Context: an optimization exercise on an open-source flow, tuned for small area, a short achievable clock period and few clock cycles. The choices shown serve that exercise and are no tape-out recipe.
At most, simulation tests tie the RTL to the original design; equivalence was not proved.
Only the layout flow was run in run 1; the RTL was not checked for function there.
Power and IR drop assume default switching activity.

==> flow/flow/run.sh <==
#!/bin/bash
set -o pipefail
export BUFFER_PORTS_ARGS="-buffer_cell sky130_fd_sc_hd__buf_2"
export SETUP_SLACK_MARGIN=6.8
bash standard.sh > standard.log 2>&1
status=$?
tail -n 40 standard.log
exit $status
==> flow/standard.sh <==
#!/bin/bash
# synth_recipe.tcl (not shown) runs the flow's synth.tcl, then flattens the netlist and writes it again
# the make line also repeats each setting of config.mk as NAME=value (left out here)
make -C /OpenROAD-flow-scripts/flow DESIGN_CONFIG=/design/flow/config.mk WORK_HOME=/design/flow/orfs CLKGATE_MAP_FILE= SYNTH_SCRIPT=/design/flow/synth_recipe.tcl "${@:-finish}"
==> flow/config.mk <==
export PLATFORM = sky130hd
export DESIGN_NAME = lpr_tune
export DESIGN_NICKNAME = lpr_tune
export VERILOG_FILES = /design/flow/design.v
export SDC_FILE = /design/flow/constraint.sdc
export NUM_CORES = 4
export LEC_CHECK = 0
export ABC_AREA = 1
export CAP_MARGIN = 20
export CORE_MARGIN = 2
export CORE_UTILIZATION = 40
export SLEW_MARGIN = 20
==> flow/constraint.sdc <==
create_clock -name core_clock -period 10.0 [get_ports {clk}]
set_input_delay 2.0000 -clock core_clock [delete_from_list [all_inputs] [get_ports {clk}]]
set_output_delay 2.0000 -clock core_clock [all_outputs]
set_load 0.01 [all_outputs]
==> flow/design.v <==
module lpr_tone_rom_half (
    input  wire [5:0]  lohi,
    output wire [39:0] e
);
    wire [63:0] sel = 64'd1 << lohi;
    assign e[0] = |(sel & 64'h0000C02020D8281A);
    assign e[1] = |(sel & 64'h0000C0E010C8E4F6);
    assign e[2] = |(sel & 64'h000000C0D0E0C4D6);
    assign e[3] = |(sel & 64'h000000001000F8EA);
    assign e[4] = |(sel & 64'h0080808060888874);
    assign e[5] = |(sel & 64'h008040A0D0A0A0D6);
    assign e[6] = |(sel & 64'h00800040E048B4E2);
    assign e[7] = |(sel & 64'h0080C020D0D86CD0);
    assign e[8] = |(sel & 64'h0080C0002028F022);
    assign e[9] = |(sel & 64'h000080A0A0A8A05C);
    assign e[10] = |(sel & 64'h000000C0C0303866);
    assign e[11] = |(sel & 64'h008040A0A09864DC);
    assign e[12] = |(sel & 64'h0000802020C0A47A);
    assign e[13] = |(sel & 64'h0000002020F8207A);
    assign e[14] = |(sel & 64'h000000202000D882);
    assign e[15] = |(sel & 64'h0000C0E0103030CC);
    assign e[16] = |(sel & 64'h0000C00010E8E8D8);
    assign e[17] = |(sel & 64'h008080A04050508E);
    assign e[18] = |(sel & 64'h008080A00000FC8C);
    assign e[19] = |(sel & 64'h0000002080787808);
    assign e[20] = |(sel & 64'h0000C0E0C040BCCC);
    assign e[21] = |(sel & 64'h0000C0E03048F4C4);
    assign e[22] = |(sel & 64'h0080408060289CAC);
    assign e[23] = |(sel & 64'h008000A0D020B4A4);
    assign e[24] = |(sel & 64'h0080004010C0A8B8);
    assign e[25] = |(sel & 64'h000080608068D42A);
    assign e[26] = |(sel & 64'h00000080E088E034);
    assign e[27] = |(sel & 64'h0000C0C0C0303806);
    assign e[28] = |(sel & 64'h008080808040BC44);
    assign e[29] = |(sel & 64'h00808060601858E0);
    assign e[30] = |(sel & 64'h0000C0A0A040BCA4);
    assign e[31] = |(sel & 64'h000000C03068D4CC);
    assign e[32] = |(sel & 64'h008040A090D84C5C);
    assign e[33] = |(sel & 64'h000080C020906896);
    assign e[34] = |(sel & 64'h00000000C0E07018);
    assign e[35] = |(sel & 64'h00000000000080E0);
    assign e[36] = |(sel & 64'h0080C0E0F0F8FCFE);
    assign e[37] = |(sel & 64'h00808040D0C818D8);
    assign e[38] = |(sel & 64'h0080C0E0A070A0E4);
    assign e[39] = |(sel & 64'h0080C020F0286CAA);
endmodule
module lpr_tone_fold (
    input  wire [5:0] addr,
    output wire [5:0] lohi,
    output wire       swap,
    output wire       diag
);
    wire [2:0] row = addr[5:3];
    wire [2:0] col = addr[2:0];
    assign swap = (row > col);
    assign diag = (row == col);
    assign lohi = swap ? {col, row} : {row, col};
endmodule
module lpr_tone_unfold (
    input  wire [39:0] e,
    input  wire        swap,
    input  wire        diag,
    output wire [39:0] data
);
    assign data = diag ? {4'd1, 36'd0}
                : swap ? {e[39:36], 4'd11 - e[35:32], ~e[31:0]}
                : e;
endmodule
module lpr_tone_rom (
    input  wire [5:0]  addr,
    output wire [39:0] data
);
    wire [5:0]  lohi;
    wire        swap, diag;
    wire [39:0] e;
    lpr_tone_fold     u_fold   (.addr(addr), .lohi(lohi), .swap(swap), .diag(diag));
    lpr_tone_rom_half u_half   (.lohi(lohi), .e(e));
    lpr_tone_unfold   u_unfold (.e(e), .swap(swap), .diag(diag), .data(data));
endmodule
module lpr_tune #(
    parameter [6:0] CFG_BASE_NOTE = 7'd24,
    parameter [6:0] CFG_PB_RANGE  = 7'd1,
    parameter       CFG_ZONE      = 1'b0,
    parameter [6:0] CFG_NUMCH     = 7'd15
) (
    input  wire        clk,
    input  wire        rst,
    input  wire        cmd_valid,
    input  wire [31:0] cmd,
    output wire        cmd_ready,
    output reg         resp_valid,
    output reg  [63:0] resp
);
    assign cmd_ready = 1'b1;
    reg       v1;
    reg [5:0] op1;
    reg [5:0] addr1;
    reg [6:0] imm1;
    reg       zlo1;       
    always @(posedge clk) begin
        if (rst) v1 <= 1'b0;
        else     v1 <= cmd_valid;
        op1   <= cmd[31:26];
        addr1 <= cmd[25:20];
        imm1  <= cmd[19:13];
        zlo1  <= (cmd[12:0] == 13'd0);
    end
    wire z_a    = (addr1 == 6'd0);
    wire z_i    = (imm1 == 7'd0);
    wire z_all  = z_a && z_i && zlo1;
    wire z_addr = z_i && zlo1;
    wire z_imm  = z_a && zlo1;
    wire is_nop  = (op1 == 6'h00) && z_all;
    wire is_base = (op1 == 6'h01) && z_imm;
    wire is_rng  = (op1 == 6'h02) && z_imm;
    wire is_get  = (op1 == 6'h03) && z_addr;
    wire is_rom  = (op1 == 6'h04) && z_addr;
    wire is_stat = (op1 == 6'h15) && z_all;
    wire is_pre  = is_rng && z_i;
    wire is_ill  = !(is_nop || is_base || is_rng || is_get || is_rom || is_stat);
    reg [6:0] base_note;
    reg [6:0] pb_range;
    reg       sticky;
    reg [2:0] rng_e;
    reg [5:0] rng_n;
    reg [2:0] e_i;
    always @(*) begin
        casez (imm1)
            7'b1??????: e_i = 3'd6;
            7'b01?????: e_i = 3'd5;
            7'b001????: e_i = 3'd4;
            7'b0001???: e_i = 3'd3;
            7'b00001??: e_i = 3'd2;
            7'b000001?: e_i = 3'd1;
            default:    e_i = 3'd0;
        endcase
    end
    wire [6:0] rn_i = imm1 << (3'd6 - e_i);
    always @(posedge clk) begin
        if (rst) begin
            base_note <= CFG_BASE_NOTE;
            pb_range  <= CFG_PB_RANGE;
            rng_e     <= 3'd0;
            rng_n     <= 6'd0;
            sticky    <= 1'b0;
        end else if (v1) begin
            if (is_base) base_note <= imm1;
            if (is_rng && !z_i) begin
                pb_range <= imm1;
                rng_e    <= e_i;
                rng_n    <= rn_i[5:0];
            end
            if (is_ill || is_pre) sticky <= 1'b1;
        end
    end
    reg [12:0] m_tab;
    always @(*) begin
        case (rng_n)
            6'd0 : m_tab = 13'd0;
            6'd1 : m_tab = 13'd7940;
            6'd2 : m_tab = 13'd7696;
            6'd3 : m_tab = 13'd7459;
            6'd4 : m_tab = 13'd7229;
            6'd5 : m_tab = 13'd7005;
            6'd6 : m_tab = 13'd6788;
            6'd7 : m_tab = 13'd6577;
            6'd8 : m_tab = 13'd6372;
            6'd9 : m_tab = 13'd6173;
            6'd10: m_tab = 13'd5978;
            6'd11: m_tab = 13'd5790;
            6'd12: m_tab = 13'd5606;
            6'd13: m_tab = 13'd5426;
            6'd14: m_tab = 13'd5252;
            6'd15: m_tab = 13'd5082;
            6'd16: m_tab = 13'd4916;
            6'd17: m_tab = 13'd4754;
            6'd18: m_tab = 13'd4596;
            6'd19: m_tab = 13'd4442;
            6'd20: m_tab = 13'd4292;
            6'd21: m_tab = 13'd4145;
            6'd22: m_tab = 13'd4001;
            6'd23: m_tab = 13'd3861;
            6'd24: m_tab = 13'd3724;
            6'd25: m_tab = 13'd3590;
            6'd26: m_tab = 13'd3459;
            6'd27: m_tab = 13'd3331;
            6'd28: m_tab = 13'd3206;
            6'd29: m_tab = 13'd3084;
            6'd30: m_tab = 13'd2964;
            6'd31: m_tab = 13'd2846;
            6'd32: m_tab = 13'd2731;
            6'd33: m_tab = 13'd2619;
            6'd34: m_tab = 13'd2508;
            6'd35: m_tab = 13'd2400;
            6'd36: m_tab = 13'd2294;
            6'd37: m_tab = 13'd2190;
            6'd38: m_tab = 13'd2089;
            6'd39: m_tab = 13'd1989;
            6'd40: m_tab = 13'd1891;
            6'd41: m_tab = 13'd1795;
            6'd42: m_tab = 13'd1701;
            6'd43: m_tab = 13'd1608;
            6'd44: m_tab = 13'd1518;
            6'd45: m_tab = 13'd1428;
            6'd46: m_tab = 13'd1341;
            6'd47: m_tab = 13'd1255;
            6'd48: m_tab = 13'd1171;
            6'd49: m_tab = 13'd1088;
            6'd50: m_tab = 13'd1007;
            6'd51: m_tab = 13'd927;
            6'd52: m_tab = 13'd848;
            6'd53: m_tab = 13'd771;
            6'd54: m_tab = 13'd695;
            6'd55: m_tab = 13'd620;
            6'd56: m_tab = 13'd547;
            6'd57: m_tab = 13'd474;
            6'd58: m_tab = 13'd403;
            6'd59: m_tab = 13'd334;
            6'd60: m_tab = 13'd265;
            6'd61: m_tab = 13'd197;
            6'd62: m_tab = 13'd131;
            6'd63: m_tab = 13'd65;
            default: m_tab = 13'd0;
        endcase
    end
    reg [12:0] ml;      
    reg [2:0]  msh;     
    always @(posedge clk) begin
        ml  <= m_tab;
        msh <= rng_e + {2'd0, (rng_n != 6'd0)};
    end
    wire [5:0]  lohi1;
    wire        swap1, diag1;
    wire [39:0] e1, rd1;
    lpr_tone_fold     u_fold   (.addr(addr1), .lohi(lohi1), .swap(swap1), .diag(diag1));
    lpr_tone_rom_half u_half   (.lohi(lohi1), .e(e1));
    lpr_tone_unfold   u_unfold (.e(e1), .swap(swap1), .diag(diag1), .data(rd1));
    reg        v2, get2, rom2, stat2, err2, ill2;
    reg [39:0] rd2;
    always @(posedge clk) begin
        if (rst) v2 <= 1'b0;
        else     v2 <= v1;
        get2  <= is_get;
        rom2  <= is_rom;
        stat2 <= is_stat;
        err2  <= is_ill | is_pre;
        ill2  <= is_ill;
        rd2   <= rd1;
    end
    wire [7:0] note_sum = {1'b0, base_note} + {4'd0, rd2[35:32]};
    wire [6:0] note_sat = note_sum[7] ? 7'd127 : note_sum[6:0];
    wire [12:0] dd = rd2[31:19];
    wire fs0 = 1'b1 ^ (dd[9] & ml[0]) ^ (dd[8] & ml[1]);
    wire fc0 = (1'b1 & (dd[9] & ml[0])) | ((dd[8] & ml[1]) & (1'b1 ^ (dd[9] & ml[0])));
    wire fs1 = 1'b1 ^ (dd[10] & ml[0]) ^ (dd[9] & ml[1]);
    wire fc1 = (1'b1 & (dd[10] & ml[0])) | ((dd[9] & ml[1]) & (1'b1 ^ (dd[10] & ml[0])));
    wire fs2 = (dd[8] & ml[2]) ^ (dd[7] & ml[3]) ^ (dd[6] & ml[4]);
    wire fc2 = ((dd[8] & ml[2]) & (dd[7] & ml[3])) | ((dd[6] & ml[4]) & ((dd[8] & ml[2]) ^ (dd[7] & ml[3])));
    wire fs3 = (dd[11] & ml[0]) ^ (dd[10] & ml[1]) ^ (dd[9] & ml[2]);
    wire fc3 = ((dd[11] & ml[0]) & (dd[10] & ml[1])) | ((dd[9] & ml[2]) & ((dd[11] & ml[0]) ^ (dd[10] & ml[1])));
    wire fs4 = (dd[8] & ml[3]) ^ (dd[7] & ml[4]) ^ (dd[6] & ml[5]);
    wire fc4 = ((dd[8] & ml[3]) & (dd[7] & ml[4])) | ((dd[6] & ml[5]) & ((dd[8] & ml[3]) ^ (dd[7] & ml[4])));
    wire fs5 = (dd[5] & ml[6]) ^ (dd[4] & ml[7]);
    wire fc5 = (dd[5] & ml[6]) & (dd[4] & ml[7]);
    wire fs6 = (dd[12] & ml[0]) ^ (dd[11] & ml[1]) ^ (dd[10] & ml[2]);
    wire fc6 = ((dd[12] & ml[0]) & (dd[11] & ml[1])) | ((dd[10] & ml[2]) & ((dd[12] & ml[0]) ^ (dd[11] & ml[1])));
    wire fs7 = (dd[9] & ml[3]) ^ (dd[8] & ml[4]) ^ (dd[7] & ml[5]);
    wire fc7 = ((dd[9] & ml[3]) & (dd[8] & ml[4])) | ((dd[7] & ml[5]) & ((dd[9] & ml[3]) ^ (dd[8] & ml[4])));
    wire fs8 = (dd[6] & ml[6]) ^ (dd[5] & ml[7]) ^ (dd[4] & ml[8]);
    wire fc8 = ((dd[6] & ml[6]) & (dd[5] & ml[7])) | ((dd[4] & ml[8]) & ((dd[6] & ml[6]) ^ (dd[5] & ml[7])));
    wire fs9 = (dd[3] & ml[9]) ^ (dd[2] & ml[10]);
    wire fc9 = (dd[3] & ml[9]) & (dd[2] & ml[10]);
    wire fs10 = (dd[12] & ml[1]) ^ (dd[11] & ml[2]) ^ (dd[10] & ml[3]);
    wire fc10 = ((dd[12] & ml[1]) & (dd[11] & ml[2])) | ((dd[10] & ml[3]) & ((dd[12] & ml[1]) ^ (dd[11] & ml[2])));
    wire fs11 = (dd[9] & ml[4]) ^ (dd[8] & ml[5]) ^ (dd[7] & ml[6]);
    wire fc11 = ((dd[9] & ml[4]) & (dd[8] & ml[5])) | ((dd[7] & ml[6]) & ((dd[9] & ml[4]) ^ (dd[8] & ml[5])));
    wire fs12 = (dd[6] & ml[7]) ^ (dd[5] & ml[8]) ^ (dd[4] & ml[9]);
    wire fc12 = ((dd[6] & ml[7]) & (dd[5] & ml[8])) | ((dd[4] & ml[9]) & ((dd[6] & ml[7]) ^ (dd[5] & ml[8])));
    wire fs13 = (dd[3] & ml[10]) ^ (dd[2] & ml[11]) ^ (dd[1] & ml[12]);
    wire fc13 = ((dd[3] & ml[10]) & (dd[2] & ml[11])) | ((dd[1] & ml[12]) & ((dd[3] & ml[10]) ^ (dd[2] & ml[11])));
    wire fs14 = (dd[12] & ml[2]) ^ (dd[11] & ml[3]) ^ (dd[10] & ml[4]);
    wire fc14 = ((dd[12] & ml[2]) & (dd[11] & ml[3])) | ((dd[10] & ml[4]) & ((dd[12] & ml[2]) ^ (dd[11] & ml[3])));
    wire fs15 = (dd[9] & ml[5]) ^ (dd[8] & ml[6]) ^ (dd[7] & ml[7]);
    wire fc15 = ((dd[9] & ml[5]) & (dd[8] & ml[6])) | ((dd[7] & ml[7]) & ((dd[9] & ml[5]) ^ (dd[8] & ml[6])));
    wire fs16 = (dd[6] & ml[8]) ^ (dd[5] & ml[9]) ^ (dd[4] & ml[10]);
    wire fc16 = ((dd[6] & ml[8]) & (dd[5] & ml[9])) | ((dd[4] & ml[10]) & ((dd[6] & ml[8]) ^ (dd[5] & ml[9])));
    wire fs17 = (dd[3] & ml[11]) ^ (dd[2] & ml[12]);
    wire fc17 = (dd[3] & ml[11]) & (dd[2] & ml[12]);
    wire fs18 = (dd[12] & ml[3]) ^ (dd[11] & ml[4]) ^ (dd[10] & ml[5]);
    wire fc18 = ((dd[12] & ml[3]) & (dd[11] & ml[4])) | ((dd[10] & ml[5]) & ((dd[12] & ml[3]) ^ (dd[11] & ml[4])));
    wire fs19 = (dd[9] & ml[6]) ^ (dd[8] & ml[7]) ^ (dd[7] & ml[8]);
    wire fc19 = ((dd[9] & ml[6]) & (dd[8] & ml[7])) | ((dd[7] & ml[8]) & ((dd[9] & ml[6]) ^ (dd[8] & ml[7])));
    wire fs20 = (dd[6] & ml[9]) ^ (dd[5] & ml[10]) ^ (dd[4] & ml[11]);
    wire fc20 = ((dd[6] & ml[9]) & (dd[5] & ml[10])) | ((dd[4] & ml[11]) & ((dd[6] & ml[9]) ^ (dd[5] & ml[10])));
    wire fs21 = (dd[12] & ml[4]) ^ (dd[11] & ml[5]) ^ (dd[10] & ml[6]);
    wire fc21 = ((dd[12] & ml[4]) & (dd[11] & ml[5])) | ((dd[10] & ml[6]) & ((dd[12] & ml[4]) ^ (dd[11] & ml[5])));
    wire fs22 = (dd[9] & ml[7]) ^ (dd[8] & ml[8]) ^ (dd[7] & ml[9]);
    wire fc22 = ((dd[9] & ml[7]) & (dd[8] & ml[8])) | ((dd[7] & ml[9]) & ((dd[9] & ml[7]) ^ (dd[8] & ml[8])));
    wire fs23 = (dd[12] & ml[5]) ^ (dd[11] & ml[6]) ^ (dd[10] & ml[7]);
    wire fc23 = ((dd[12] & ml[5]) & (dd[11] & ml[6])) | ((dd[10] & ml[7]) & ((dd[12] & ml[5]) ^ (dd[11] & ml[6])));
    wire fs24 = (dd[7] & ml[2]) ^ (dd[6] & ml[3]) ^ (dd[5] & ml[4]);
    wire fc24 = ((dd[7] & ml[2]) & (dd[6] & ml[3])) | ((dd[5] & ml[4]) & ((dd[7] & ml[2]) ^ (dd[6] & ml[3])));
    wire fs25 = (dd[4] & ml[5]) ^ (dd[3] & ml[6]);
    wire fc25 = (dd[4] & ml[5]) & (dd[3] & ml[6]);
    wire fs26 = (dd[5] & ml[5]) ^ (dd[4] & ml[6]) ^ (dd[3] & ml[7]);
    wire fc26 = ((dd[5] & ml[5]) & (dd[4] & ml[6])) | ((dd[3] & ml[7]) & ((dd[5] & ml[5]) ^ (dd[4] & ml[6])));
    wire fs27 = (dd[2] & ml[8]) ^ (dd[1] & ml[9]) ^ (dd[0] & ml[10]);
    wire fc27 = ((dd[2] & ml[8]) & (dd[1] & ml[9])) | ((dd[0] & ml[10]) & ((dd[2] & ml[8]) ^ (dd[1] & ml[9])));
    wire fs28 = fs2 ^ fs1;
    wire fc28 = fs2 & fs1;
    wire fs29 = (dd[3] & ml[8]) ^ (dd[2] & ml[9]) ^ (dd[1] & ml[10]);
    wire fc29 = ((dd[3] & ml[8]) & (dd[2] & ml[9])) | ((dd[1] & ml[10]) & ((dd[3] & ml[8]) ^ (dd[2] & ml[9])));
    wire fs30 = (dd[0] & ml[11]) ^ fs5 ^ fs4;
    wire fc30 = ((dd[0] & ml[11]) & fs5) | (fs4 & ((dd[0] & ml[11]) ^ fs5));
    wire fs31 = fs3 ^ fc2 ^ fc1;
    wire fc31 = (fs3 & fc2) | (fc1 & (fs3 ^ fc2));
    wire fs32 = (dd[1] & ml[11]) ^ (dd[0] & ml[12]) ^ fs9;
    wire fc32 = ((dd[1] & ml[11]) & (dd[0] & ml[12])) | (fs9 & ((dd[1] & ml[11]) ^ (dd[0] & ml[12])));
    wire fs33 = fs8 ^ fs7 ^ fs6;
    wire fc33 = (fs8 & fs7) | (fs6 & (fs8 ^ fs7));
    wire fs34 = fc5 ^ fc4 ^ fc3;
    wire fc34 = (fc5 & fc4) | (fc3 & (fc5 ^ fc4));
    wire fs35 = dd[0] ^ fs13 ^ fs12;
    wire fc35 = (dd[0] & fs13) | (fs12 & (dd[0] ^ fs13));
    wire fs36 = fs11 ^ fs10 ^ fc9;
    wire fc36 = (fs11 & fs10) | (fc9 & (fs11 ^ fs10));
    wire fs37 = fc8 ^ fc7 ^ fc6;
    wire fc37 = (fc8 & fc7) | (fc6 & (fc8 ^ fc7));
    wire fs38 = dd[1] ^ fs17 ^ fs16;
    wire fc38 = (dd[1] & fs17) | (fs16 & (dd[1] ^ fs17));
    wire fs39 = fs15 ^ fs14 ^ fc13;
    wire fc39 = (fs15 & fs14) | (fc13 & (fs15 ^ fs14));
    wire fs40 = fc12 ^ fc11 ^ fc10;
    wire fc40 = (fc12 & fc11) | (fc10 & (fc12 ^ fc11));
    wire fs41 = (dd[3] & ml[12]) ^ dd[2] ^ fs20;
    wire fc41 = ((dd[3] & ml[12]) & dd[2]) | (fs20 & ((dd[3] & ml[12]) ^ dd[2]));
    wire fs42 = fs19 ^ fs18 ^ fc17;
    wire fc42 = (fs19 & fs18) | (fc17 & (fs19 ^ fs18));
    wire fs43 = fc16 ^ fc15 ^ fc14;
    wire fc43 = (fc16 & fc15) | (fc14 & (fc16 ^ fc15));
    wire fs44 = (dd[6] & ml[10]) ^ (dd[5] & ml[11]) ^ (dd[4] & ml[12]);
    wire fc44 = ((dd[6] & ml[10]) & (dd[5] & ml[11])) | ((dd[4] & ml[12]) & ((dd[6] & ml[10]) ^ (dd[5] & ml[11])));
    wire fs45 = dd[3] ^ fs22 ^ fs21;
    wire fc45 = (dd[3] & fs22) | (fs21 & (dd[3] ^ fs22));
    wire fs46 = fc20 ^ fc19 ^ fc18;
    wire fc46 = (fc20 & fc19) | (fc18 & (fc20 ^ fc19));
    wire fs47 = (dd[9] & ml[8]) ^ (dd[8] & ml[9]) ^ (dd[7] & ml[10]);
    wire fc47 = ((dd[9] & ml[8]) & (dd[8] & ml[9])) | ((dd[7] & ml[10]) & ((dd[9] & ml[8]) ^ (dd[8] & ml[9])));
    wire fs48 = (dd[6] & ml[11]) ^ (dd[5] & ml[12]) ^ dd[4];
    wire fc48 = ((dd[6] & ml[11]) & (dd[5] & ml[12])) | (dd[4] & ((dd[6] & ml[11]) ^ (dd[5] & ml[12])));
    wire fs49 = fs23 ^ fc22 ^ fc21;
    wire fc49 = (fs23 & fc22) | (fc21 & (fs23 ^ fc22));
    wire fs50 = (dd[12] & ml[6]) ^ (dd[11] & ml[7]) ^ (dd[10] & ml[8]);
    wire fc50 = ((dd[12] & ml[6]) & (dd[11] & ml[7])) | ((dd[10] & ml[8]) & ((dd[12] & ml[6]) ^ (dd[11] & ml[7])));
    wire fs51 = (dd[9] & ml[9]) ^ (dd[8] & ml[10]) ^ (dd[7] & ml[11]);
    wire fc51 = ((dd[9] & ml[9]) & (dd[8] & ml[10])) | ((dd[7] & ml[11]) & ((dd[9] & ml[9]) ^ (dd[8] & ml[10])));
    wire fs52 = (dd[6] & ml[12]) ^ dd[5] ^ fc23;
    wire fc52 = ((dd[6] & ml[12]) & dd[5]) | (fc23 & ((dd[6] & ml[12]) ^ dd[5]));
    wire fs53 = (dd[12] & ml[7]) ^ (dd[11] & ml[8]) ^ (dd[10] & ml[9]);
    wire fc53 = ((dd[12] & ml[7]) & (dd[11] & ml[8])) | ((dd[10] & ml[9]) & ((dd[12] & ml[7]) ^ (dd[11] & ml[8])));
    wire fs54 = (dd[9] & ml[10]) ^ (dd[8] & ml[11]) ^ (dd[7] & ml[12]);
    wire fc54 = ((dd[9] & ml[10]) & (dd[8] & ml[11])) | ((dd[7] & ml[12]) & ((dd[9] & ml[10]) ^ (dd[8] & ml[11])));
    wire fs55 = (dd[12] & ml[8]) ^ (dd[11] & ml[9]) ^ (dd[10] & ml[10]);
    wire fc55 = ((dd[12] & ml[8]) & (dd[11] & ml[9])) | ((dd[10] & ml[10]) & ((dd[12] & ml[8]) ^ (dd[11] & ml[9])));
    wire fs56 = (dd[2] & ml[7]) ^ (dd[1] & ml[8]) ^ (dd[0] & ml[9]);
    wire fc56 = ((dd[2] & ml[7]) & (dd[1] & ml[8])) | ((dd[0] & ml[9]) & ((dd[2] & ml[7]) ^ (dd[1] & ml[8])));
    wire fs57 = fc0 ^ fs28 ^ fs27;
    wire fc57 = (fc0 & fs28) | (fs27 & (fc0 ^ fs28));
    wire fs58 = fs26 ^ fc25;
    wire fc58 = fs26 & fc25;
    wire fs59 = fs31 ^ fs30 ^ fs29;
    wire fc59 = (fs31 & fs30) | (fs29 & (fs31 ^ fs30));
    wire fs60 = fc28 ^ fc27 ^ fc26;
    wire fc60 = (fc28 & fc27) | (fc26 & (fc28 ^ fc27));
    wire fs61 = fs34 ^ fs33 ^ fs32;
    wire fc61 = (fs34 & fs33) | (fs32 & (fs34 ^ fs33));
    wire fs62 = fc31 ^ fc30 ^ fc29;
    wire fc62 = (fc31 & fc30) | (fc29 & (fc31 ^ fc30));
    wire fs63 = fs37 ^ fs36 ^ fs35;
    wire fc63 = (fs37 & fs36) | (fs35 & (fs37 ^ fs36));
    wire fs64 = fc34 ^ fc33 ^ fc32;
    wire fc64 = (fc34 & fc33) | (fc32 & (fc34 ^ fc33));
    wire fs65 = fs40 ^ fs39 ^ fs38;
    wire fc65 = (fs40 & fs39) | (fs38 & (fs40 ^ fs39));
    wire fs66 = fc37 ^ fc36 ^ fc35;
    wire fc66 = (fc37 & fc36) | (fc35 & (fc37 ^ fc36));
    wire fs67 = fs43 ^ fs42 ^ fs41;
    wire fc67 = (fs43 & fs42) | (fs41 & (fs43 ^ fs42));
    wire fs68 = fc40 ^ fc39 ^ fc38;
    wire fc68 = (fc40 & fc39) | (fc38 & (fc40 ^ fc39));
    wire fs69 = fs46 ^ fs45 ^ fs44;
    wire fc69 = (fs46 & fs45) | (fs44 & (fs46 ^ fs45));
    wire fs70 = fc43 ^ fc42 ^ fc41;
    wire fc70 = (fc43 & fc42) | (fc41 & (fc43 ^ fc42));
    wire fs71 = fs49 ^ fs48 ^ fs47;
    wire fc71 = (fs49 & fs48) | (fs47 & (fs49 ^ fs48));
    wire fs72 = fc46 ^ fc45 ^ fc44;
    wire fc72 = (fc46 & fc45) | (fc44 & (fc46 ^ fc45));
    wire fs73 = fs52 ^ fs51 ^ fs50;
    wire fc73 = (fs52 & fs51) | (fs50 & (fs52 ^ fs51));
    wire fs74 = fc49 ^ fc48 ^ fc47;
    wire fc74 = (fc49 & fc48) | (fc47 & (fc49 ^ fc48));
    wire fs75 = dd[6] ^ fs54 ^ fs53;
    wire fc75 = (dd[6] & fs54) | (fs53 & (dd[6] ^ fs54));
    wire fs76 = fc52 ^ fc51 ^ fc50;
    wire fc76 = (fc52 & fc51) | (fc50 & (fc52 ^ fc51));
    wire fs77 = (dd[9] & ml[11]) ^ (dd[8] & ml[12]) ^ dd[7];
    wire fc77 = ((dd[9] & ml[11]) & (dd[8] & ml[12])) | (dd[7] & ((dd[9] & ml[11]) ^ (dd[8] & ml[12])));
    wire fs78 = fs55 ^ fc54 ^ fc53;
    wire fc78 = (fs55 & fc54) | (fc53 & (fs55 ^ fc54));
    wire fs79 = (dd[12] & ml[9]) ^ (dd[11] & ml[10]) ^ (dd[10] & ml[11]);
    wire fc79 = ((dd[12] & ml[9]) & (dd[11] & ml[10])) | ((dd[10] & ml[11]) & ((dd[12] & ml[9]) ^ (dd[11] & ml[10])));
    wire fs80 = (dd[9] & ml[12]) ^ dd[8] ^ fc55;
    wire fc80 = ((dd[9] & ml[12]) & dd[8]) | (fc55 & ((dd[9] & ml[12]) ^ dd[8]));
    wire fs81 = (dd[12] & ml[10]) ^ (dd[11] & ml[11]) ^ (dd[10] & ml[12]);
    wire fc81 = ((dd[12] & ml[10]) & (dd[11] & ml[11])) | ((dd[10] & ml[12]) & ((dd[12] & ml[10]) ^ (dd[11] & ml[11])));
    wire fs82 = fs0 ^ fs25;
    wire fc82 = fs0 & fs25;
    wire fs83 = fc24 ^ fs58 ^ fs57;
    wire fc83 = (fc24 & fs58) | (fs57 & (fc24 ^ fs58));
    wire fs84 = fs60 ^ fs59 ^ fc58;
    wire fc84 = (fs60 & fs59) | (fc58 & (fs60 ^ fs59));
    wire fs85 = fs62 ^ fs61 ^ fc60;
    wire fc85 = (fs62 & fs61) | (fc60 & (fs62 ^ fs61));
    wire fs86 = fs64 ^ fs63 ^ fc62;
    wire fc86 = (fs64 & fs63) | (fc62 & (fs64 ^ fs63));
    wire fs87 = fs66 ^ fs65 ^ fc64;
    wire fc87 = (fs66 & fs65) | (fc64 & (fs66 ^ fs65));
    wire fs88 = fs68 ^ fs67 ^ fc66;
    wire fc88 = (fs68 & fs67) | (fc66 & (fs68 ^ fs67));
    wire fs89 = fs70 ^ fs69 ^ fc68;
    wire fc89 = (fs70 & fs69) | (fc68 & (fs70 ^ fs69));
    wire fs90 = fs72 ^ fs71 ^ fc70;
    wire fc90 = (fs72 & fs71) | (fc70 & (fs72 ^ fs71));
    wire fs91 = fs74 ^ fs73 ^ fc72;
    wire fc91 = (fs74 & fs73) | (fc72 & (fs74 ^ fs73));
    wire fs92 = fs76 ^ fs75 ^ fc74;
    wire fc92 = (fs76 & fs75) | (fc74 & (fs76 ^ fs75));
    wire fs93 = fs78 ^ fs77 ^ fc76;
    wire fc93 = (fs78 & fs77) | (fc76 & (fs78 ^ fs77));
    wire fs94 = fs80 ^ fs79 ^ fc78;
    wire fc94 = (fs80 & fs79) | (fc78 & (fs80 ^ fs79));
    wire fs95 = dd[9] ^ fs81 ^ fc80;
    wire fc95 = (dd[9] & fs81) | (fc80 & (dd[9] ^ fs81));
    wire fs96 = (dd[12] & ml[11]) ^ (dd[11] & ml[12]) ^ dd[10];
    wire fc96 = ((dd[12] & ml[11]) & (dd[11] & ml[12])) | (dd[10] & ((dd[12] & ml[11]) ^ (dd[11] & ml[12])));
    reg        v3, get3, rom3, stat3, err3, ill3;
    reg [48:0] pl3;
    reg [6:0]  aux3;
    always @(posedge clk) begin
        if (rst) v3 <= 1'b0;
        else     v3 <= v2;
        get3  <= get2;
        rom3  <= rom2;
        stat3 <= stat2;
        err3  <= err2;
        ill3  <= ill2;
        pl3   <= get2  ? {{dd[12], (dd[12] & ml[12]), dd[11], fc96, fc81, fs96, fc95, fc79, fs95, fc94, fc77, fs94, fc93, fc75, fs93, fc92, fc73, fs92, fc91, fc71, fs91, fc90, fc69, fs90, fc89, fc67, fs89, fc88, fc65, fs88, fc87, fc63, fs87, fc86, fc61, fs86, fc85, fc59, fs85, fc84, fc57, fs84, fc83, fc56, fs83, fc82, fs24, fs56, fs82}}
               : stat2 ? {41'd0, pb_range, sticky}
               : {9'd0, rd2};
        aux3  <= stat2 ? base_note : note_sat;
    end
    wire fs97 = pl3[2] ^ pl3[1];
    wire fc97 = pl3[2] & pl3[1];
    wire fs98 = pl3[5] ^ pl3[4] ^ pl3[3];
    wire fc98 = (pl3[5] & pl3[4]) | (pl3[3] & (pl3[5] ^ pl3[4]));
    wire fs99 = pl3[8] ^ pl3[7] ^ pl3[6];
    wire fc99 = (pl3[8] & pl3[7]) | (pl3[6] & (pl3[8] ^ pl3[7]));
    wire fs100 = pl3[11] ^ pl3[10] ^ pl3[9];
    wire fc100 = (pl3[11] & pl3[10]) | (pl3[9] & (pl3[11] ^ pl3[10]));
    wire fs101 = pl3[14] ^ pl3[13] ^ pl3[12];
    wire fc101 = (pl3[14] & pl3[13]) | (pl3[12] & (pl3[14] ^ pl3[13]));
    wire fs102 = pl3[17] ^ pl3[16] ^ pl3[15];
    wire fc102 = (pl3[17] & pl3[16]) | (pl3[15] & (pl3[17] ^ pl3[16]));
    wire fs103 = pl3[20] ^ pl3[19] ^ pl3[18];
    wire fc103 = (pl3[20] & pl3[19]) | (pl3[18] & (pl3[20] ^ pl3[19]));
    wire fs104 = pl3[23] ^ pl3[22] ^ pl3[21];
    wire fc104 = (pl3[23] & pl3[22]) | (pl3[21] & (pl3[23] ^ pl3[22]));
    wire fs105 = pl3[26] ^ pl3[25] ^ pl3[24];
    wire fc105 = (pl3[26] & pl3[25]) | (pl3[24] & (pl3[26] ^ pl3[25]));
    wire fs106 = pl3[29] ^ pl3[28] ^ pl3[27];
    wire fc106 = (pl3[29] & pl3[28]) | (pl3[27] & (pl3[29] ^ pl3[28]));
    wire fs107 = pl3[32] ^ pl3[31] ^ pl3[30];
    wire fc107 = (pl3[32] & pl3[31]) | (pl3[30] & (pl3[32] ^ pl3[31]));
    wire fs108 = pl3[35] ^ pl3[34] ^ pl3[33];
    wire fc108 = (pl3[35] & pl3[34]) | (pl3[33] & (pl3[35] ^ pl3[34]));
    wire fs109 = pl3[38] ^ pl3[37] ^ pl3[36];
    wire fc109 = (pl3[38] & pl3[37]) | (pl3[36] & (pl3[38] ^ pl3[37]));
    wire fs110 = pl3[41] ^ pl3[40] ^ pl3[39];
    wire fc110 = (pl3[41] & pl3[40]) | (pl3[39] & (pl3[41] ^ pl3[40]));
    wire fs111 = pl3[44] ^ pl3[43] ^ pl3[42];
    wire fc111 = (pl3[44] & pl3[43]) | (pl3[42] & (pl3[44] ^ pl3[43]));
    wire fs112 = pl3[47] ^ pl3[46] ^ pl3[45];
    wire fc112 = (pl3[47] & pl3[46]) | (pl3[45] & (pl3[47] ^ pl3[46]));
    wire [17:0] sx3 = {1'b0, fc112, fc111, fc110, fc109, fc108, fc107, fc106, fc105, fc104, fc103, fc102, fc101, fc100, fc99, fc98, fc97, fs97};
    wire [17:0] sy3 = {1'b0, pl3[48], fs112, fs111, fs110, fs109, fs108, fs107, fs106, fs105, fs104, fs103, fs102, fs101, fs100, fs99, fs98, pl3[0]};
    wire [17:0] prod = sx3 + sy3;    
    wire [13:0] p_hi = prod[17:4];
    wire [12:0] q = p_hi >> msh;
    wire [63:0] r_get  = {18'd0, aux3, 1'b1, q, 25'd0};
    wire [63:0] r_rom  = {2'd0, pl3[39:32], 22'd0, pl3[31:0]};
    wire [63:0] r_stat = {11'd0, pl3[0], CFG_ZONE, aux3, pl3[7:1], CFG_NUMCH, 30'd0};
    wire [63:0] r_next = {err3, ill3, 62'd0}
                       | (get3  ? r_get  : 64'd0)
                       | (rom3  ? r_rom  : 64'd0)
                       | (stat3 ? r_stat : 64'd0);
    always @(posedge clk) begin
        if (rst) resp_valid <= 1'b0;
        else     resp_valid <= v3;
        resp <= r_next;
    end
endmodule
==> results of run 1 <==
==> sequential cells by signal (all words and copies together) (netlist names), 6 cells and up <==
| signal | flops |
|---|---|
| op1 | 6 |
| base_note | 7 |
| aux3 | 7 |
| rd2 | 40 |
| addr1 | 6 |
| pb_range | 7 |
| ml | 13 |
| rng_n | 6 |
| resp | 62 |
| pl3 | 49 |
| imm1 | 7 |
==> final cells by class <==
type,count,area [um2]
clock inverter,19,269
timing repair buffer,109,627
fill,3784,19600
clock buffer,31,721
sequential,232,4670
multi-input combinational,1488,8900
tap,468,586
inverter,314,1180
==> worst register-to-register path: stages (launching register included) <==
cell and delay [ns]:
dfxtp_2 0.58, nand2_1 0.16, fa_1 0.51, fa_1 0.49
inv_1 0.07, fa_1 0.59, fa_1 0.42, nand2_1 0.07
nand2_1 0.07
==> layout by cell type (no fill, tap or decap), types with 20 or more instances in the layout <==
master / Yosys / final
nand2_1: 584 / 570
inv_1: 301 / 301
nor2_1: 234 / 223
dfxtp_1: 232 / 214
nand3_1: 174 / 174
fa_1: 104 / 104
buf_2: 1 / 97
a21oi_1: 89 / 87
o21ai_0: 76 / 76
ha_1: 50 / 49
nor3_1: 39 / 36
nand4_1: 30 / 30
clkbuf_16: 0 / 29
nand2_2: 14 / 20
==> how the worst max path moves through the flow <==
stage / start / endpoint / depth (start not counted)
after floorplan: rd2[29] / pl3[10] / 9
after CTS: addr1[2] / rd2[5] / 17
after global placement: addr1[2] / rd2[2] / 19
after detailed placement: addr1[1] / rd2[2] / 19
final: ml[12] / pl3[13] / 8
after global routing: addr1[1] / rd2[28] / 17
==> per-stage QoR <==
step	total power [uW]	utilization, %	hold WS, ns
global placement	2340	42.8	0.311
detailed placement	2340	42.8	0.312
CTS	3430	45.7	0.327
global route	3660	46.4	0.336
finish	3440	46.4	0.326
floorplan	1980	-	0.310
==> layer usage <==
layer	wire [um]	share of wire (%)	up-vias
li1	-	-	6736
met1	21300	42	6671
met2	23700	47	498
met3	3120	6.2	127
met4	2310	4.6	0
met5	0	0	-
==> timing repair <==
item                                    CTS  global route
setup buffers                             0             1
endpoints found under the setup margin   55            53
pin swaps                                 1             4
cloned                                    1             3
gates resized for setup                  19            56
==> where the power goes <==
| group | internal [uW] | total (uW) | switching (uW) |
|---|---|---|---|
| logic | 403 | 1150 | 750 |
| clock network | 655 | 1070 | 414 |
| registers | 1040 | 1220 | 172 |
==> cells by family after synthesis <==
kind of cell               count (synthesis)  synth area share (%)
buffers and inverters                    389                  9.99
AOI/OAI and AO/OA                        215                  8.23
DFF                                      232                  31.4
xor gates and xnor gates                   9                 0.533
adders and majority gates                154                  18.3
other                                      2                0.0508
and+or+nand+nor                         1105                  31.5
==> summary.txt, run 1 <==
Outcome
  • Status: no timing/DRC/antenna violations

STA
  • Final period util: 30.8%
  • Final Setup Violations: 0
  • Hold Violations, Final: 0
  • Rel. slew slack: 42.5%
  • RSZ-0062 raised after global routing: true
  • FMAX: 0.325 GHz
  • Fin crit period: 3.08 ns
  • Fin Setup TNS: 0 ns
  • Tightest Pin Transition: 0.861 ns
  • Setup WS post-layout: 6.92 ns
  • Final number of max-transition violations: 0
  • Clock Skews: 0.0108 ns

Drt
  • WL final: 50.4 mm
  • Vias: 14000
  • Via/cell ratio: 5.27
  • WL per Instance: 19.0 um
  • Detailed Routing Iterations Pass 1: 6
  • 1st-iter DRT viols: 1051
  • Post-DRT Antenna Nets: 0
  • DRC: 0

Floorplan
  • Die area: 38500 um2
  • Die X: 196 um
  • I/O pin count: 101
  • Initial Utilization: 40.5%
  • # rows: 70
  • Core area: 36500 um2
  • Die Ht: 196 um

Setup path
  • Worst reg-to-reg path cell count: 8
  • Worst path slowest cell: fa_1
  • Crit path kind: reg2reg
  • Most common cell on crit path: fa_1
  • CP Max Fanout: 13
  • R2R Setup Slk: 6.92 ns
  • Worst setup EP type: register
  • Worst r2r src: ml[12]
  • Arrival time worst endpoint: 3.51 ns
  • CP Launch Type: register
  • Reg2reg end: pl3[13]
  • Critical-path cell list: nand2_1, fa_1, fa_1, inv_1, fa_1, fa_1, nand2_1, nand2_1
  • CP required: 10.43 ns
  • Peak per-stage delay on the critical path: 0.59 ns
  • Delay-heaviest family, CP: adder cells
  • Buf+Inv Stages, Crit Path: 1

Logic synthesis
  • Synth warnings: 1
  • Count of cell types in the netlist: 51
  • Post-synth top area share: 31.4%
  • Top-count cell post-synth: nand2_1
  • Mapped cell area: 14800 um2
  • Async SR Flop Fraction: 0%
  • Main synth FF type: dfxtp_1
  • Synth top cells by count: nand2_1 (584), inv_1 (301), nor2_1 (234), dfxtp_1 (232), nand3_1 (174)
  • Synth area leaders: dfxtp_1 (31%), nand2_1 (15%), fa_1 (14%)
  • Area leader, netlist: dfxtp_1
  • Post-synthesis sequential area ratio: 31.4%
  • Mapped Cells: 2106
  • Post-synthesis register bit count: 232
  • Avg Cell Area, Syn: 7.03 um2
  • Number of flops mapped to enable cells by yosys: 0

GRT
  • Met1 usage: 33.5%
  • Top Usage Layer GRT: met2
  • Grt met3 use: 3.61%
  • First-pass GRT wire length: 78.1 mm
  • GRT Util Overall: 26.1%
  • Largest net degree at the start of global routing: 48
  • Initial antenna violation count: 0
  • GR Util met2: 43.9%
  • Number of global-route vias before repair: 13800
  • Total gr overflow: 0

Place
  • Pre-CTS setup slack: 6.13 ns
  • DP Wirelength: 39.0 mm
  • Placed Instances: 2606
  • Number of port buffers: 97
  • GPL Wtd Cong: 0.971
  • Placed Area: 15600 um2

Clock tree
  • Hold_buf cts: 0
  • Cts bufs inserted: 27
  • CTS max path bufs: 3
  • CTS clock-pin slew for the worst setup and hold paths: 0.06 ns
  • TritonCTS Sinks: 232
  • CTS tree: done
  • H-tree Lvls: 1
  • Worst skew pair latency: 0.55 ns
  • Root buffer cell: clkbuf_16

Layout
  • Design area: 17000 um2
  • Final nets: 2361
  • Non-filler cells, final: 2661
  • Share of layout cells above drive strength 1: 11.5%
  • Area grow syn2layout: 14.6%
  • Antenna Cells: 0

Pwr
  • Leakage: 0.00913 uW
  • Worst vdd ir: 0.120 mV
  • Power density cells: 203 nW/um2

Min path
  • Hold wc startpoint: rom2
  • Hold Path Sink: rom3
  • Hold path cells: 0
  • Worst min path class: reg2reg

Job
  • Max_cap viols: 0
==> run 2: changes to the inputs <==
--- a/flow/design.v
+++ b/flow/design.v
@@ -92,9 +92,13 @@
     output reg  [63:0] resp
 );
     assign cmd_ready = 1'b1;
+    wire [5:0] lohi0;
+    wire       swap0, diag0;
+    lpr_tone_fold u_fold0 (.addr(cmd[25:20]), .lohi(lohi0), .swap(swap0), .diag(diag0));
     reg       v1;
     reg [5:0] op1;
     reg [5:0] addr1;
+    reg       swap1, diag1;
     reg [6:0] imm1;
     reg       zlo1;       
     always @(posedge clk) begin
@@ -102,6 +106,8 @@
         else     v1 <= cmd_valid;
         op1   <= cmd[31:26];
         addr1 <= cmd[25:20];
+        swap1 <= swap0;
+        diag1 <= diag0;
         imm1  <= cmd[19:13];
         zlo1  <= (cmd[12:0] == 13'd0);
     end
@@ -229,10 +235,8 @@
         ml  <= m_tab;
         msh <= rng_e + {2'd0, (rng_n != 6'd0)};
     end
-    wire [5:0]  lohi1;
-    wire        swap1, diag1;
+    wire [5:0]  lohi1 = swap1 ? {addr1[2:0], addr1[5:3]} : addr1;    
     wire [39:0] e1, rd1;
-    lpr_tone_fold     u_fold   (.addr(addr1), .lohi(lohi1), .swap(swap1), .diag(diag1));
     lpr_tone_rom_half u_half   (.lohi(lohi1), .e(e1));
     lpr_tone_unfold   u_unfold (.e(e1), .swap(swap1), .diag(diag1), .data(rd1));
     reg        v2, get2, rom2, stat2, err2, ill2;
==> flow/flow/run.sh (replaced) <==
#!/bin/bash
set -o pipefail
export BUFFER_PORTS_ARGS="-buffer_cell sky130_fd_sc_hd__buf_2"
bash standard.sh > standard.log 2>&1
status=$?
tail -n 40 standard.log
exit $status
==> run 2 against run 1 <==
Effect of this change: still clean; setup slack got worse by 0.20 ns; area after synthesis increased by 0.10%; flip-flop and latch count increased by 2; largest cell class unchanged; highest routed layer unchanged.
==> summary.txt, run 2 <==
Setup path
  • Worst r2r src: rd2[29]
  • Arrival time worst endpoint: 3.76 ns (+0.25 ns)
  • CP endpoint: pl3[10]
  • CP Max Fanout: 15 (+2)
  • CP required: 10.48 ns (+0.05 ns)
  • R2R Setup Slk: 6.72 ns (-0.20 ns)
  • CP Launch Type: register
  • Crit path kind: reg2reg
  • Reg2reg end: pl3[10]
  • Worst reg-to-reg path cell count: 8 (unchanged)
  • CP Launch Point: rd2[29]
  • Worst setup EP type: register

Layout
  • Most frequent cells in the layout: nand2_1 (596), inv_1 (342), dfxtp_1 (233)
  • Biggest register: resp
  • Share of layout cells above drive strength 1: 7.43% (-4.1 points)
  • Max reg flops: 62 (unchanged)
  • Top flop regs: resp (62), pl3 (49), rd2 (40)
  • Final nets: 2368 (+0.30%)
  • Antenna Cells: 0 (unchanged)
  • Area grow syn2layout: 11.1%
  • Finished Core Util: 45.1% (-1.4 points)
  • Most common cell after layout, fill and taps aside: nand2_1

Pwr
  • Leakage: 0.00904 uW (-1.0%)
  • Reg power frac: 35.9% (+0.6 points)
  • Worst vdd ir: 0.115 mV (-4.2%)
  • NetSw: 1370 uW (+2.6%)
  • Internal power: 2030 uW (-3.5%)
  • Comb power frac: 36.7% (+3.2 points)
  • Switching share of power: 40.3% (+1.5 points)
  • Clk pwr share: 27.4% (-3.7 points)
  • Power density cells: 207 nW/um2 (+1.8%)

Logic synthesis
  • Main synth FF type: dfxtp_1
  • Synth area leaders: dfxtp_1 (32%), nand2_1 (15%), fa_1 (14%)
  • Count of cell types in the netlist: 50 (-2.0%)
  • Post-synthesis sequential area ratio: 31.6% (+0.24 points)
  • Async SR Flop Fraction: 0% (unchanged)
  • Post-synthesis register bit count: 234 (+0.86%)
  • Number of flops mapped to enable cells by yosys: 0 (unchanged)
  • Area leader, netlist: dfxtp_1
  • Top-count cell post-synth: nand2_1
  • Synth warnings: 1 (unchanged)
  • Avg Cell Area, Syn: 6.97 um2 (-0.75%)
  • Mapped Cells: 2124 (+0.85%)
  • Post-synth top area share: 31.6% (+0.24 points)
  • Synth top cells by count: nand2_1 (596), inv_1 (342), dfxtp_1 (234), nor2_1 (222), nand3_1 (177)
  • Mapped cell area: 14800 um2 (+0.10%)

STA
  • Clock Skews: 0.0121 ns (+0.00132 ns)
  • FMAX: 0.305 GHz (-6.2%)
  • Hold Violations, Final: 0 (unchanged)
  • Fin Setup TNS: 0 ns (unchanged)
  • RSZ-0062 raised after global routing: false
  • Final Setup Violations: 0 (unchanged)
  • Tightest Pin Transition: 1.01 ns (+0.147 ns)
  • Final period util: 32.8% (+2.0 points)
  • Rel. slew slack: 32.0% (-10 points)
  • Fin crit period: 3.28 ns (+0.202 ns)
  • Final number of max-transition violations: 0 (unchanged)

Clock tree
  • CTS max path bufs: 3 (unchanged)
  • Post-CTS setup repair buffer count: 0 (unchanged)
  • CTS resizes: 0 (-19)
  • Hold_buf cts: 0 (unchanged)
  • Cts bufs inserted: 25 (-7.4%)
  • TritonCTS Sinks: 234 (+0.86%)
  • Root buffer cell: clkbuf_16
  • CTS clock-pin slew for the worst setup and hold paths: 0.06 ns (about the same)
  • CTS tree: done
  • H-tree Lvls: 1 (unchanged)
  • Worst skew pair latency: 0.54 ns (about the same)

Place
  • Number of port buffers: 97 (unchanged)
  • DP Wirelength: 37.5 mm (-4.0%)
  • GPL Wtd Cong: 0.914 (-5.8%)

GRT
  • Largest net degree at the start of global routing: 59 (+23%)
  • GRT Util Overall: 24.7% (-1.3 points)
  • First-pass GRT wire length: 74.4 mm (-4.7%)
  • Number of global-route vias before repair: 13200 (-4.3%)
  • Total gr overflow: 0 (unchanged)
  • Initial antenna violation count: 1 (+1)

Floorplan
  • Initial Utilization: 40.6% (+0.041 points)
  • Core area: 36500 um2 (unchanged)
  • Die Ht: 196 um (about the same)
  • # rows: 70 (unchanged)
  • Die area: 38600 um2 (+0.10%)
  • Die X: 196 um (about the same)
  • I/O pin count: 101 (unchanged)

Drt
  • WL final: 47.8 mm (-5.2%)
  • WL per Instance: 18.0 um (-5.3%)
  • Post-DRT Antenna Nets: 0 (unchanged)
  • Detailed Routing Iterations Pass 1: 6 (unchanged)
  • 1st-iter DRT viols: 1127 (+7.2%)
  • Vias: 13700 (-2.1%)
  • Via/cell ratio: 5.16 (-2.2%)
  • DRC: 0 (unchanged)

Outcome
  • Status: no timing/DRC/antenna violations

Min path
  • Worst min path class: reg2reg

Job
  • Max_cap viols: 0 (unchanged)
## run 2: cell types whose count changed in the layout (fill, tap and decap cells not counted), sizes merged, moves of 4 or more
cell | previous run | this run
nand4 | 30 | 34
xnor2 | 5 | 1
and2 | 2 | 6
nor2 | 245 | 229
o21ai | 76 | 88
inv | 315 | 346
buf | 107 | 103
a21oi | 90 | 86
clkinv | 8 | 4
nor3 | 39 | 30
## run 2: power groups by stage
stage               Sequential, uW  Clock [uW]  Combinational [uW]
finish                        1220         930                1250
global route                  1230         991                1430
CTS                           1220         950                1240
detailed placement            1240           0                1240
global placement              1240           0                1240
floorplan                     1140           0                 933
## run 2: logic make-up (layout without fill, tap and decap cells)
family | Yosys count | in the layout | synth area share (%)
AND/OR/NAND/NOR | 1091 | 1091 | 30.7
AO/OA/AOI/OAI | 215 | 215 | 8.18
buffers and inverters | 422 | 492 | 10.8
XOR/XNOR | 6 | 6 | 0.355
other | 2 | 3 | 0.0507
adder cells (fa/ha/maj) | 154 | 154 | 18.3
flip-flops | 234 | 234 | 31.6
## run 2: cell type report
| type | count | area, um2 |
|---|---|---|
| fillers | 3728 | 20100 |
| multi-input cells | 1469 | 8530 |
| flip-flops and latches | 234 | 4690 |
| inverters | 346 | 1300 |
| clock buffers | 34 | 719 |
| well taps | 468 | 586 |
| repair buffers | 103 | 531 |
| clock inverters | 9 | 110 |
## run 2: worst min path at each step
stage	startpoint	to	depth (start not counted)
5_1_grt	ill2	ill3	0
6_report	ill2	ill3	0
3_3_place_gp	ill2	ill3	0
3_5_place_dp	ill2	ill3	0
2_1_floorplan	err2	err3	0
4_1_cts	err2	err3	0
## run 2: layer usage
metal	up-vias	track usage (%)	part of all wire, %
met1	6464	34.0	45
li1	6715	-	-
met4	0	8.00	3.4
met3	89	3.42	5.7
met5	-	0	0
met2	463	40.3	46
## run 2: critical path, cell delays in order (launching register included)
cell and delay [ns]:
dfxtp_1 0.76, nand2_1 0.17, fa_1 0.57, inv_1 0.05, fa_1 0.56, fa_1 0.45
fa_1 0.52, nand2_1 0.05, nand2_1 0.09
## run 2: metrics by stage
step / instance area, um2 / total power [uW] / setup WS, ns / instances / hold WS (ns)
final: 16500 / 3400 / 6.72 / 2663 / 0.328
after global routing: 16500 / 3650 / 6.58 / 2663 / 0.334
after CTS: 16500 / 3410 / 6.70 / 2663 / 0.327
after detailed placement: 15600 / 2480 / 6.72 / 2620 / 0.313
after global placement: 15600 / 2480 / 6.75 / 2620 / 0.313
after floorplan: 14800 / 2070 / 6.95 / 2125 / 0.310
Testbench counts of run 2, summed over its fixed seeds: cycles 2,592.
==> run 3: changes to the inputs <==
==> flow/flow/run.sh (replaced) <==
#!/bin/bash
set -o pipefail
export BUFFER_PORTS_ARGS="-buffer_cell sky130_fd_sc_hd__buf_2"
export SETUP_SLACK_MARGIN=6.8
bash standard.sh > standard.log 2>&1
status=$?
tail -n 40 standard.log
exit $status
==> run 3 against run 2 <==
Effect of this change: synthesized cell count unchanged; global-route usage stayed put; power up 0.11%; register-to-register slack better by 0.22 ns; routed wire length about the same; flip-flop and latch count did not move; first-iteration DRC count shrank 1.7%; clock-buffer cell count stayed put; critical path depth is 2 higher; maximum frequency rose by 7.3%; area after synthesis did not move; highest routed layer unchanged.
==> summary.txt, run 3 <==
Outcome
  • Status: no timing/DRC/antenna violations

STA
  • Final number of max-transition violations: 0 (unchanged)
  • Tightest Pin Transition: 0.991 ns (-0.0174 ns)
  • RSZ-0062 raised after global routing: true
  • FMAX: 0.327 GHz (+7.3%)
  • Final Setup Violations: 0 (unchanged)
  • Setup WS post-layout: 6.94 ns (+0.222 ns)
  • Fin Setup TNS: 0 ns (unchanged)
  • Fin crit period: 3.06 ns (-0.222 ns)
  • Clock Skews: 0.0103 ns (-0.00176 ns)
  • Hold slack: 0.328 ns (-0.000174 ns)
  • Rel. slew slack: 33.2% (+1.2 points)
  • Hold Violations, Final: 0 (unchanged)
  • Final period util: 30.6% (-2.2 points)

Clock tree
  • CTS clock-pin slew for the worst setup and hold paths: 0.07 ns (about the same)
  • TritonCTS Sinks: 234 (unchanged)
  • Cts bufs inserted: 25 (unchanged)
  • H-tree Lvls: 1 (unchanged)
  • Root buffer cell: clkbuf_16
  • Hold_buf cts: 0 (unchanged)
  • CTS tree: done
  • CTS max path bufs: 3 (unchanged)
  • Worst skew pair latency: 0.54 ns (about the same)
  • Post-CTS setup repair buffer count: 0 (unchanged)

GRT
  • Total gr overflow: 0 (unchanged)
  • Largest net degree at the start of global routing: 59 (unchanged)
  • Initial antenna violation count: 1 (unchanged)
  • Met1 usage: 34.0% (unchanged)
  • GRT Util Overall: 24.7% (unchanged)
  • Number of global-route vias before repair: 13200 (unchanged)
  • GR Util met2: 40.3% (unchanged)
  • Grt met3 use: 3.42% (unchanged)
  • Top Usage Layer GRT: met2
  • First-pass GRT wire length: 74.4 mm (unchanged)

Logic synthesis
  • Count of cell types in the netlist: 50 (unchanged)
  • Avg Cell Area, Syn: 6.97 um2 (unchanged)
  • Synth warnings: 1 (unchanged)
  • Post-synthesis register bit count: 234 (unchanged)
  • Main synth FF type: dfxtp_1
  • Async SR Flop Fraction: 0% (unchanged)
  • Top-count cell post-synth: nand2_1
  • Mapped cell area: 14800 um2 (unchanged)
  • Synth area leaders: dfxtp_1 (32%), nand2_1 (15%), fa_1 (14%)
  • Post-synth top area share: 31.6% (unchanged)
  • Number of flops mapped to enable cells by yosys: 0 (unchanged)
  • Area leader, netlist: dfxtp_1
  • Mapped Cells: 2124 (unchanged)
  • Synth top cells by count: nand2_1 (596), inv_1 (342), dfxtp_1 (234), nor2_1 (222), nand3_1 (177)
  • Post-synthesis sequential area ratio: 31.6% (unchanged)

Floorplan
  • Initial Utilization: 40.6% (unchanged)
  • Die X: 196 um (unchanged)
  • I/O pin count: 101 (unchanged)
  • Die Ht: 196 um (unchanged)
  • # rows: 70 (unchanged)
  • Core area: 36500 um2 (unchanged)
  • Die area: 38600 um2 (unchanged)

Setup path
  • CP endpoint: pl3[7]
  • Crit path kind: reg2reg
  • Peak per-stage delay on the critical path: 0.53 ns (-0.23 ns)
  • Worst path slowest cell: fa_1
  • Critical-path cell list: nand2_1, inv_1, fa_1, inv_1, fa_1, inv_1, fa_1, inv_1, fa_1, a22oi_1
  • CP required: 10.40 ns (-0.08 ns)
  • Worst reg-to-reg path cell count: 10 (+2)
  • Reg2reg end: pl3[7]
  • Delay-heaviest family, CP: adder cells
  • CP Launch Type: register
  • WP depth: 10 (+2)
  • R2R Setup Slk: 6.94 ns (+0.22 ns)
  • Worst setup EP type: register
  • CP Launch Point: ml[5]
  • Worst r2r src: ml[5]
  • Buf+Inv Stages, Crit Path: 4 (+3)
  • Arrival time worst endpoint: 3.45 ns (-0.31 ns)
  • CP Max Fanout: 9 (-6)

Drt
  • Detailed Routing Iterations Pass 1: 5 (-1)
  • Via/cell ratio: 5.15 (-0.16%)
  • WL per Instance: 17.9 um (about the same)
  • 1st-iter DRT viols: 1108 (-1.7%)
  • Post-DRT Antenna Nets: 0 (unchanged)
  • Vias: 13700 (-0.16%)
  • DRC: 0 (unchanged)
  • WL final: 47.8 mm (about the same)

Pwr
  • Worst vdd ir: 0.117 mV (+1.8%)
  • Leakage: 0.00904 uW (about the same)
  • Tot Pwr: 3400 uW (+0.11%)
  • Power density cells: 206 nW/um2 (about the same)

Layout
  • Most frequent cells in the layout: nand2_1 (596), inv_1 (342), nor2_1 (222)
  • Area grow syn2layout: 11.3%
  • Most common cell after layout, fill and taps aside: nand2_1
  • Share of layout cells above drive strength 1: 8.15% (+0.73 points)
  • Top flop regs: resp (62), pl3 (49), rd2 (40)
  • Max reg flops: 62 (unchanged)
  • Antenna Cells: 0 (unchanged)
  • Final nets: 2368 (unchanged)
  • Biggest register: resp

Place
  • GPL Wtd Cong: 0.914 (unchanged)
  • Pre-CTS setup slack: 6.72 ns (unchanged)
  • DP Wirelength: 37.5 mm (unchanged)
  • Number of port buffers: 97 (unchanged)

Min path
  • Worst min path class: reg2reg

Job
  • Max_cap viols: 0 (unchanged)
-- run 3: cell type report --
class                           count  area, um2
Fill cell                        3732      20000
Clock inverter                      9        110
Inverter                          346       1300
Multi-Input combinational cell   1469       8530
Timing Repair Buffer              103        534
Sequential cell                   234       4710
Clock buffer                       34        719
Tap cell                          468        586
-- run 3: how the worst min path moves through the flow --
stage               from  endpoint  slack, ns  depth (start not counted)
floorplan           err2      err3       0.31                          0
global placement    ill2      ill3       0.31                          0
detailed placement  ill2      ill3       0.31                          0
CTS                 err2      err3       0.33                          0
global route        ill2      ill3       0.33                          0
finish              ill2      ill3       0.33                          0
-- run 3: cells by family after synthesis --
logic type	count (synthesis)	synth area share, %
other cells	2	0.0507
buf+inv	422	10.8
simple gates	1091	30.7
compound gates	215	8.18
fa+ha+maj	154	18.3
xor+xnor	6	0.355
flops	234	31.6
-- run 3: per-stage QoR --
| step | instance area, um2 | utilization, % | std cells |
|---|---|---|---|
| 2_1_floorplan | 14800 | - | 2125 |
| 3_3_place_gp | 15600 | 42.8 | 2620 |
| 3_5_place_dp | 15600 | 42.8 | 2620 |
| 4_1_cts | 16500 | 45.1 | 2663 |
| 5_1_grt | 16500 | 45.1 | 2663 |
| 6_report | 16500 | 45.1 | 2663 |
-- run 3: repair_timing --
action	CTS	global route
pin swaps	0	0
gates resized for setup	4	13
endpoints found under the setup margin	5	17
-- run 3: routing by layer --
metal / part of all wire, % / up-vias
met5: 0 / -
met3: 5.6 / 81
li1: - / 6714
met1: 45 / 6442
met2: 46 / 472
met4: 3.2 / 0
-- run 3: worst register-to-register path: stages (launching register included) --
cell and delay (ns):
dfxtp_1 0.43, nand2_1 0.12, inv_1 0.06, fa_1 0.52, inv_1 0.05, fa_1 0.53, inv_1 0.06, fa_1 0.51
inv_1 0.06, fa_1 0.50, a22oi_1 0.08
-- run 3: report_power, final --
group	switching, uW	internal, uW
Combinational	830	417
Clock	378	554
Sequential	163	1060
Total	1370	2030
==> run 4: changes to the inputs <==
--- a/flow/config.mk
+++ b/flow/config.mk
@@ -9,4 +9,6 @@
 export CAP_MARGIN = 20
 export CORE_MARGIN = 2
 export CORE_UTILIZATION = 40
+export CTS_BUF_LIST = sky130_fd_sc_hd__clkbuf_8
+export CTS_CLUSTER_SIZE = 20
 export SLEW_MARGIN = 20
==> run 4 against run 3 <==
Effect of this change: synthesized cell count unchanged; sequential power about the same; area after synthesis unchanged; power down 1.1%; via count up 1.3%; worst hold slack better by 0.0028 ns; global-route usage up 0.19 points.
==> summary.txt, run 4 <==
Floorplan
  • Die X: 196 um (unchanged)
  • Initial Utilization: 40.6% (unchanged)
  • Core area: 36500 um2 (unchanged)
  • # rows: 70 (unchanged)
  • Die area: 38600 um2 (unchanged)
  • I/O pin count: 101 (unchanged)
  • Die Ht: 196 um (unchanged)

Clock tree
  • CTS clock-pin slew for the worst setup and hold paths: 0.07 ns (about the same)
  • Hold_buf cts: 0 (unchanged)
  • Worst skew pair latency: 0.56 ns (+0.02 ns)
  • CTS tree: done
  • Root buffer cell: clkbuf_8
  • TritonCTS Sinks: 234 (unchanged)
  • Cts bufs inserted: 39 (+56%)
  • H-tree Lvls: 2 (+1)
  • CTS max path bufs: 3 (unchanged)

STA
  • Clock Skews: 0.0177 ns (+0.00732 ns)
  • Fin Setup TNS: 0 ns (unchanged)
  • Rel. slew slack: 33.1% (-0.12 points)
  • FMAX: 0.329 GHz (+0.47%)
  • Final Setup Violations: 0 (unchanged)
  • Fin crit period: 3.04 ns (-0.0143 ns)
  • Final period util: 30.4% (-0.14 points)
  • Hold Violations, Final: 0 (unchanged)
  • RSZ-0062 raised after global routing: false
  • Tightest Pin Transition: 0.993 ns (+0.00171 ns)
  • Final number of max-transition violations: 0 (unchanged)

Job
  • Max_cap viols: 0 (unchanged)

Drt
  • DRC: 0 (unchanged)
  • Via/cell ratio: 5.16 (+0.22%)
  • Vias: 13900 (+1.3%)
  • WL final: 48.0 mm (+0.49%)
  • Post-DRT Antenna Nets: 0 (unchanged)
  • Detailed Routing Iterations Pass 1: 5 (unchanged)
  • 1st-iter DRT viols: 1138 (+2.7%)
  • WL per Instance: 17.8 um (-0.56%)

Logic synthesis
  • Synth top cells by count: nand2_1 (596), inv_1 (342), dfxtp_1 (234), nor2_1 (222), nand3_1 (177)
  • Largest family of logic cells by synthesized area: simple AND/OR/NAND/NOR gates
  • Compound-Gate Fraction of Synth Area: 8.18% (unchanged)
  • Multiplexer share of the synthesized area: 0% (unchanged)
  • Count of cell types in the netlist: 50 (unchanged)
  • Post-synthesis sequential area ratio: 31.6% (unchanged)
  • Avg Cell Area, Syn: 6.97 um2 (unchanged)
  • Mapped cell area: 14800 um2 (unchanged)
  • Number of flops mapped to enable cells by yosys: 0 (unchanged)
  • Async SR Flop Fraction: 0% (unchanged)
  • Synth Area in XOR/XNOR: 0.355% (unchanged)
  • Post-synthesis register bit count: 234 (unchanged)
  • Area leader, netlist: dfxtp_1
  • Synth warnings: 1 (unchanged)
  • Simple-Gate Fraction of Synth Area: 30.7% (unchanged)
  • Mapped Cells: 2124 (unchanged)
  • Top-count cell post-synth: nand2_1
  • Post-synth top area share: 31.6% (unchanged)
  • Post-Synth Adder-Cell Area: 18.3% (unchanged)
  • Synth area leaders: dfxtp_1 (32%), nand2_1 (15%), fa_1 (14%)
  • Main synth FF type: dfxtp_1

GRT
  • Largest net degree at the start of global routing: 59 (unchanged)
  • GRT Util Overall: 24.9% (+0.19 points)
  • First-pass GRT wire length: 74.8 mm (+0.59%)
  • Total gr overflow: 0 (unchanged)
  • Number of global-route vias before repair: 13300 (+1.2%)
  • Initial antenna violation count: 1 (unchanged)

Layout
  • Share of layout cells above drive strength 1: 9.00% (+0.84 points)
  • Max reg flops: 62 (unchanged)
  • Most common cell after layout, fill and taps aside: nand2_1
  • Top flop regs: resp (62), pl3 (49), rd2 (40)
  • Antenna Cells: 0 (unchanged)
  • Most frequent cells in the layout: nand2_1 (596), inv_1 (353), nor2_1 (222)
  • Finished Core Util: 45.1% (about the same)
  • FILL cells: 3769 (+0.99%)
  • Biggest register: resp
  • Area grow syn2layout: 11.3% (about the same)
  • Final nets: 2382 (+0.59%)

Pwr
  • Power density cells: 204 nW/um2 (-1.1%)
  • Comb power frac: 37.1% (+0.4 points)
  • Worst vdd ir: 0.0883 mV (-24%)
  • Switching share of power: 41.1% (+0.85 points)
  • Internal power: 1980 uW (-2.5%)
  • Leakage: 0.00912 uW (+0.83%)
  • NetSw: 1380 uW (+1.0%)
  • Clk pwr share: 26.6% (-0.8 points)
  • Reg power frac: 36.4% (+0.5 points)

Setup path
  • Peak per-stage delay on the critical path: 0.53 ns (about the same)
  • Worst setup EP type: register
  • CP Max Fanout: 12 (+3)
  • CP required: 10.42 ns (+0.02 ns)
  • Critical-path cell list: nand2_1, inv_1, fa_1, inv_1, fa_1, inv_1, fa_1, inv_1, fa_1, a22oi_1
  • CP Launch Type: register
  • Crit path kind: reg2reg
  • Arrival time worst endpoint: 3.46 ns (about the same)
  • Worst path slowest cell: fa_1

Place
  • DP Wirelength: 37.5 mm (unchanged)
  • Number of port buffers: 97 (unchanged)
  • GPL Wtd Cong: 0.914 (unchanged)

Outcome
  • Status: no timing/DRC/antenna violations

Min path
  • Worst min path class: reg2reg
## run 4: kinds of logic (layout without fill, tap and decap cells)
family,after synthesis,in the layout
compound gates,215,215
xor+xnor,6,6
buf+inv,422,520
flops,234,234
fa+ha+maj,154,154
other cells,2,3
simple gates,1091,1091
## run 4: metrics by stage
stage          hold WS, ns  cell area [um2]  std cells  setup WS (ns)  total power, uW
2_1_floorplan        0.310            14800       2125           6.95             2070
3_5_place_dp         0.313            15600       2620           6.72             2480
3_3_place_gp         0.313            15600       2620           6.75             2480
4_1_cts              0.328            16500       2691           6.78             3380
5_1_grt              0.335            16500       2691           6.80             3630
6_report             0.331            16500       2691           6.96             3370
## run 4: what timing repair did
action | in CTS | in global routing
endpoints found under the setup margin | 4 | 17
gates resized for setup | 3 | 15
setup buffers | 0 | 0
gates cloned | 0 | 0
## run 4: per-layer routing
metal / vias up / global-route usage [%] / part of all wire [%]
met5: - / 0 / 0
met4: 0 / 9.48 / 3.8
met3: 108 / 3.71 / 6.1
met2: 500 / 40.3 / 46
met1: 6522 / 33.8 / 44
li1: 6754 / - / -
## run 4: final timing paths
path,start,to,slack (ns),depth (start not counted)
worst max-delay path,rd2[25],pl3[7],6.96,10
worst max register to register,rd2[25],pl3[7],6.96,10
worst min register to register,ill2,ill3,0.33,0
worst min-delay path,ill2,ill3,0.33,0
## run 4: power by group through the flow
stage                     Clock [uW]  Sequential, uW  Combinational [uW]
after floorplan                    0            1140                 933
after global placement             0            1240                1240
after detailed placement           0            1240                1240
after CTS                        919            1220                1240
after global routing             963            1240                1430
final                            894            1220                1250
## run 4: critical path, delay by kind of cell (launching register included)
| kind | cells | cell delay [ns] |
|---|---|---|
| AOI/OAI and AO/OA | 1 | 0.08 |
| adders and majority gates | 4 | 2.06 |
| buffers and inverters | 4 | 0.22 |
| DFF | 1 | 0.43 |
| and+or+nand+nor | 1 | 0.09 |
## run 4: area by class of cell
class | count | area [um2] | area share (%)
well taps | 468 | 586 | 3.55
clock buffers | 50 | 688 | 4.17
clock inverters | 21 | 148 | 0.895
flip-flops and latches | 234 | 4710 | 28.5
repair buffers | 103 | 534 | 3.24
inverters | 346 | 1300 | 7.88
multi-input cells | 1469 | 8530 | 51.7
